This is an optimization exercise on Yosys and OpenROAD, whose aim is small area, not a production implementation.
The RTL was checked by simulation tests, not by an equivalence proof against the original design.

v16:
==> flow/design.v <==
module cwe_table (
    input  wire [31:0] id,
    output wire        valid,       
    output wire        c03,
    output wire        c05,         
    output wire        c07,
    output wire        c10,
    output wire        c11,
    output wire        cgen         
);
    assign valid = (id[31:5] == 27'd0) && (id[4:0] < 5'd18);
    assign c03   = (id[4:0] == 5'h03);
    assign c05   = (id[4:0] == 5'h05);
    assign c07   = (id[4:0] == 5'h07);
    assign c10   = (id[4:0] == 5'h10);
    assign c11   = (id[4:0] == 5'h11);
    assign cgen  = !(c03 || c05 || c07 || c10 || c11);
endmodule
module cwe_codec (
    input  wire [31:0] reg_id,
    input  wire [31:0] value,
    input  wire        dir_write,
    input  wire [31:0] w,
    input  wire        f,
    output wire        valid_id,
    output reg  [31:0] enc_w,
    output wire        enc_f,
    output wire [31:0] x0,           
    output reg  [31:0] dec_value
);
    wire c03, c05, c07, c10, c11, cgen;
    cwe_table u_table (
        .id(reg_id), .valid(valid_id), .c03(c03), .c05(c05), .c07(c07),
        .c10(c10), .c11(c11), .cgen(cgen)
    );
    assign enc_f = c05;
    always @(*) begin
        if (!dir_write) begin
            enc_w = {8'h0E, 19'd0, reg_id[4:0]};
            if (c03) enc_w = 32'h0A030000;
            if (c05) enc_w = 32'h0C060000;
            if (c07) enc_w = 32'h0A070000;
            if (c10) enc_w = 32'h0A100000;
            if (c11) enc_w = 32'h0A110000;
        end else begin
            enc_w = {16'h0F00, value[15:0]};
            if (c03) enc_w = {20'h0B030, value[11:0]};
            if (c05) enc_w = {16'h0C86, 2'b00, value[9:0], 4'd0};
            if (c07) enc_w = {16'h0D07, value[2:0], 13'd1};
            if (c10) enc_w = {24'd0, value[7:0]};
            if (c11) enc_w = value;
        end
    end
    assign x0 = f ? {8'h0C, w[23], 7'h05, 16'h0000} : w;
    always @(*) begin
        dec_value = {16'd0, x0[15:0] & {16{!f}}};
        if (c03) dec_value = {20'd0, x0[11:0] & {12{!f}}};
        if (c05) dec_value = {22'd0, w[13:4] & {10{f}}};
        if (c07) dec_value = {29'd0, x0[15:13] & {3{!f}}};
        if (c10) dec_value = {24'd0, x0[7:0] & {8{!f}}};
        if (c11) dec_value = x0;
    end
endmodule
module cwe_engine (
    input  wire        clk,
    input  wire        rst,             
    input  wire        req_valid,
    output wire        req_ready,
    input  wire [3:0]  req_op,
    input  wire        req_dir,         
    input  wire [31:0] req_a0,
    input  wire [31:0] req_a1,
    output wire        res_valid,
    output wire [3:0]  res_status,
    output wire [31:0] res_value,
    output wire [31:0] res_x1,
    output wire        res_len8,
    output wire [7:0]  res_terr,
    output wire        t_req_valid,
    output wire [1:0]  t_req_kind,      
    output wire [31:0] t_req_word,      
    output wire [15:0] t_req_len,       
    input  wire        t_ack,
    input  wire        t_err,
    input  wire [7:0]  t_errcode,
    input  wire [31:0] t_rdata,
    output wire        p_resume_req,    
    input  wire        p_done,
    input  wire        p_ok,
    output wire        p_release,       
    input  wire        completion,
    input  wire        cmode,           
    input  wire        tick,
    input  wire [31:0] now,
    output reg  [31:0] last_resp,
    output reg  [31:0] last_ts,
    output reg         last_valid
);
    localparam [15:0] OPC_WDB = 16'h0A01;
    localparam [3:0] ST_OK = 4'd0, ST_INVADDR = 4'd1, ST_TIMEOUT = 4'd2,
                     ST_PROTO = 4'd3, ST_ACKTO = 4'd4, ST_PWRFAIL = 4'd5,
                     ST_TRANSPORT = 4'd7, ST_UNSUPPORTED = 4'd8;
    localparam [3:0]
        S_IDLE   = 4'd0,
        S_RESUME = 4'd1,
        S_ENC    = 4'd2,    
        S_LOADW  = 4'd3,    
        S_SENDX  = 4'd4,    
        S_WAIT   = 4'd5,    
        S_EXD    = 4'd6,    
        S_SEND2  = 4'd7,    
        S_SEND3  = 4'd8,    
        S_DLYR   = 4'd9,    
        S_DLYC   = 4'd10,   
        S_WBEND  = 4'd11,   
        S_FIN    = 4'd12;   
    reg [3:0]  state;
    reg [3:0]  op;
    reg        dirw;
    reg        lane;
    reg        cseen;
    reg [1:0]  ackcnt;
    reg [3:0]  status;
    reg [31:0] r0, r1;
    reg [31:0] w;
    reg        f;
    reg [21:0] m;
    reg [12:0] t;
    wire s_idle   = (state == S_IDLE);
    wire s_resume = (state == S_RESUME);
    wire s_enc    = (state == S_ENC);
    wire s_loadw  = (state == S_LOADW);
    wire s_sendx  = (state == S_SENDX);
    wire s_wait   = (state == S_WAIT);
    wire s_exd    = (state == S_EXD);
    wire s_send2  = (state == S_SEND2);
    wire s_send3  = (state == S_SEND3);
    wire s_dlyr   = (state == S_DLYR);
    wire s_dlyc   = (state == S_DLYC);
    wire s_wbend  = (state == S_WBEND);
    wire s_fin    = (state == S_FIN);
    wire        c_valid, c_f;
    wire [31:0] c_w, c_x0, c_dec;
    cwe_codec u_codec (
        .reg_id(r0), .value(r1), .dir_write(dirw), .w(w), .f(f),
        .valid_id(c_valid), .enc_w(c_w), .enc_f(c_f), .x0(c_x0), .dec_value(c_dec)
    );
    wire        partial = (m == r1[31:10]);
    wire [10:0] chunk   = partial ? {1'b0, r1[9:0]} : 11'd1024;
    wire        wbdone  = partial && (r1[9:0] == 10'd0);
    wire        ack_ok  = (t_rdata == 32'h0000010A);    
    wire t5000 = t[12] & t[9] & t[8] & t[7] & t[3];
    wire t10   = t[3] & t[1];
    wire t2    = t[1];
    wire done_wait = !cmode || cseen || completion;
    assign req_ready    = s_idle;
    assign res_valid    = s_fin;
    assign res_status   = status;
    assign res_value    = r0;
    assign res_x1       = f ? w : 32'd0;
    assign res_len8     = f;
    assign res_terr     = r0[7:0];
    assign t_req_valid  = s_sendx | s_send2 | s_send3;
    assign t_req_kind   = s_send3 ? 2'd3 : s_send2 ? 2'd2 : {1'b0, op[1] & op[0]};
    assign t_req_word   = r0;
    assign t_req_len    = s_send3 ? 16'd4 : {5'd0, chunk};
    assign p_resume_req = s_resume;
    assign p_release    = s_fin && op[3] && !op[2] && (status != ST_PWRFAIL);
    function [3:0] body;
        input [3:0] o;
        begin
            if (o[2])               body = S_ENC;     
            else if (o[1:0] == 2'd0) body = S_SENDX;   
            else if (o[1:0] == 2'd3) body = S_DLYC;    
            else                    body = S_ENC;     
        end
    endfunction
    wire req_unsup = req_op[2] && (req_op[3] || !req_op[1]);
    always @(posedge clk) begin
        if (s_idle) begin
            r1     <= req_a1;
            op     <= req_op;
            dirw   <= (req_op == 4'h6) ? req_dir : (req_op[1:0] == 2'd2);
            status <= req_unsup ? ST_UNSUPPORTED : ST_OK;
        end
        if (s_wait || s_dlyr || s_dlyc)
            t <= t + {12'd0, tick};
        else
            t <= 13'd0;
        cseen <= (s_sendx && (cseen || completion)) || (s_wait && cseen);
        if (s_idle) begin
            m    <= 22'd0;
            lane <= 1'b0;
        end
        if (s_send2)
            ackcnt <= 2'd0;
        if (s_idle)
            r0 <= req_a0;
        if ((s_sendx || s_send2 || s_send3) && t_ack)
            r0 <= {t_rdata[31:8], t_err ? t_errcode : t_rdata[7:0]};
        if (s_loadw)
            r0 <= (op[2] && op[0]) ? c_dec : (op[2] || !lane) ? c_x0 : w;
        if (s_exd) begin
            if (op[1:0] == 2'd3)
                r0 <= {m, 10'd0};
            else if (op[1:0] != 2'd0)
                r0[31:16] <= 16'd0;
        end
        if (s_dlyc)
            r0 <= {OPC_WDB, 5'd0, chunk};
        if (s_wbend)
            r0 <= {m, r1[9:0]};
        if (s_enc && c_valid && !(op[2] && op[0])) begin
            w <= c_w;
            f <= c_f;
        end
        if (s_wait && done_wait) begin
            last_resp  <= r0;
            last_ts    <= now;
            last_valid <= 1'b1;
        end
        case (state)
        S_IDLE:
            if (req_valid) begin
                if (req_unsup)
                    state <= S_FIN;
                else if (req_op[3])
                    state <= S_RESUME;
                else
                    state <= body(req_op);
            end
        S_RESUME:
            if (p_done) begin
                if (p_ok)
                    state <= body(op);
                else begin
                    status <= ST_PWRFAIL;
                    state  <= S_FIN;
                end
            end
        S_ENC:
            if (c_valid)
                state <= S_LOADW;
            else begin
                status <= ST_INVADDR;
                state  <= S_FIN;
            end
        S_LOADW:
            state <= op[2] ? S_FIN : S_SENDX;
        S_SENDX:
            if (t_ack) begin
                if (t_err) begin
                    status <= ST_TRANSPORT;
                    state  <= S_FIN;
                end else if (r0[28])
                    state <= S_EXD;
                else
                    state <= S_WAIT;
            end
        S_WAIT:
            if (done_wait)
                state <= S_EXD;
            else if (t5000) begin
                status <= ST_TIMEOUT;
                state  <= S_FIN;
            end
        S_EXD:
            case (op[1:0])
            2'd0: state <= S_FIN;
            2'd3:
                if (r0[31:16] == OPC_WDB)
                    state <= S_SEND2;
                else begin
                    status <= ST_PROTO;
                    state  <= S_FIN;
                end
            default:
                if (f && !lane) begin
                    lane  <= 1'b1;
                    state <= S_LOADW;
                end else
                    state <= S_FIN;
            endcase
        S_SEND2:
            if (t_ack) begin
                if (t_err) begin
                    status <= ST_TRANSPORT;
                    state  <= S_FIN;
                end else
                    state <= S_SEND3;
            end
        S_SEND3:
            if (t_ack) begin
                if (t_err) begin
                    status <= ST_TRANSPORT;
                    state  <= S_FIN;
                end else if (ack_ok) begin
                    if (partial)
                        state <= S_WBEND;
                    else begin
                        m     <= m + 22'd1;
                        state <= S_DLYC;
                    end
                end else if (ackcnt == 2'd2) begin
                    status <= ST_ACKTO;
                    state  <= S_FIN;
                end else begin
                    ackcnt <= ackcnt + 2'd1;
                    state  <= S_DLYR;
                end
            end
        S_DLYR:
            if (t2)
                state <= S_SEND3;
        S_DLYC:
            if (wbdone)
                state <= S_WBEND;
            else if (t10)
                state <= S_SENDX;
        S_WBEND:
            state <= S_FIN;
        default:
            state <= S_IDLE;
        endcase
        if (rst) begin
            state      <= S_IDLE;
            last_valid <= 1'b0;
        end
    end
endmodule
export LEC_CHECK = 0
export CAP_MARGIN = 20
export CORE_MARGIN = 2
export CORE_UTILIZATION = 50
export CTS_BUF_LIST = sky130_fd_sc_hd__clkbuf_8
export CTS_CLUSTER_SIZE = 30
export SLEW_MARGIN = 20
create_clock -name core_clock -period 10.0 [get_ports {clk}]
run.sh (not shown) runs the stock make flow with config.mk's settings and CLKGATE_MAP_FILE= SYNTH_SCRIPT=/design/flow/synth_recipe.tcl, a recipe that flattens the netlist after the stock synthesis.
Per the final summary, v16 finished and its layout is clean on timing, DRC and antenna.
--- input diff v16..v2 ---
diff --git a/flow/config.mk b/flow/config.mk
--- a/flow/config.mk
+++ b/flow/config.mk
@@ -9,5 +9,3 @@
 export CORE_MARGIN = 2
-export CORE_UTILIZATION = 50
-export CTS_BUF_LIST = sky130_fd_sc_hd__clkbuf_8
-export CTS_CLUSTER_SIZE = 30
+export CORE_UTILIZATION = 40
 export SLEW_MARGIN = 20
==> comparison <==
Summary of the comparison: length of routed wiring on met1 is higher in v2, relative to v16. Delta(net count of the finished layout, v2 - v16) < 0. Final critical delay including setup and external delays improves in v2 relative to v16. Summary — clock latency on the worst-skew pair, v2 relative to v16: lower, by 0.03 ns. Relative to v16, routed length on met2 has gone down in v2. In v2, the post-route worst setup slack came out 0.0076 ns above the value in v16.

[what the ideal ports hide]
The flow's constraints put no driver on any port. The routed layouts listed below were extracted and timed again, unchanged, in two steps.
Step 1 sets driving cells, clkbuf_16 on the clock port and buf_2 on the other inputs (assumed; they add their load-dependent delay and slew).
Step 2 adds t to the input delays and takes it off the output delays; t is the mean of the earliest and latest rising clock arrival at the registers after step 1. Input paths then give back, and output paths get back, about the clock's delay inside the block.
a / b / c = ideal ports / drivers / drivers and shift; a / b = the first two.
run	t, ns	setup slack, ns	worst setup path at the end	worst slew at a driven data input, ns
v16	0.583	4.543 / 4.500 / 5.057	input to register	0.13
v2	0.564	4.551 / 4.503 / 5.006	input to register	0.08
After both steps every run listed still meets setup and hold.
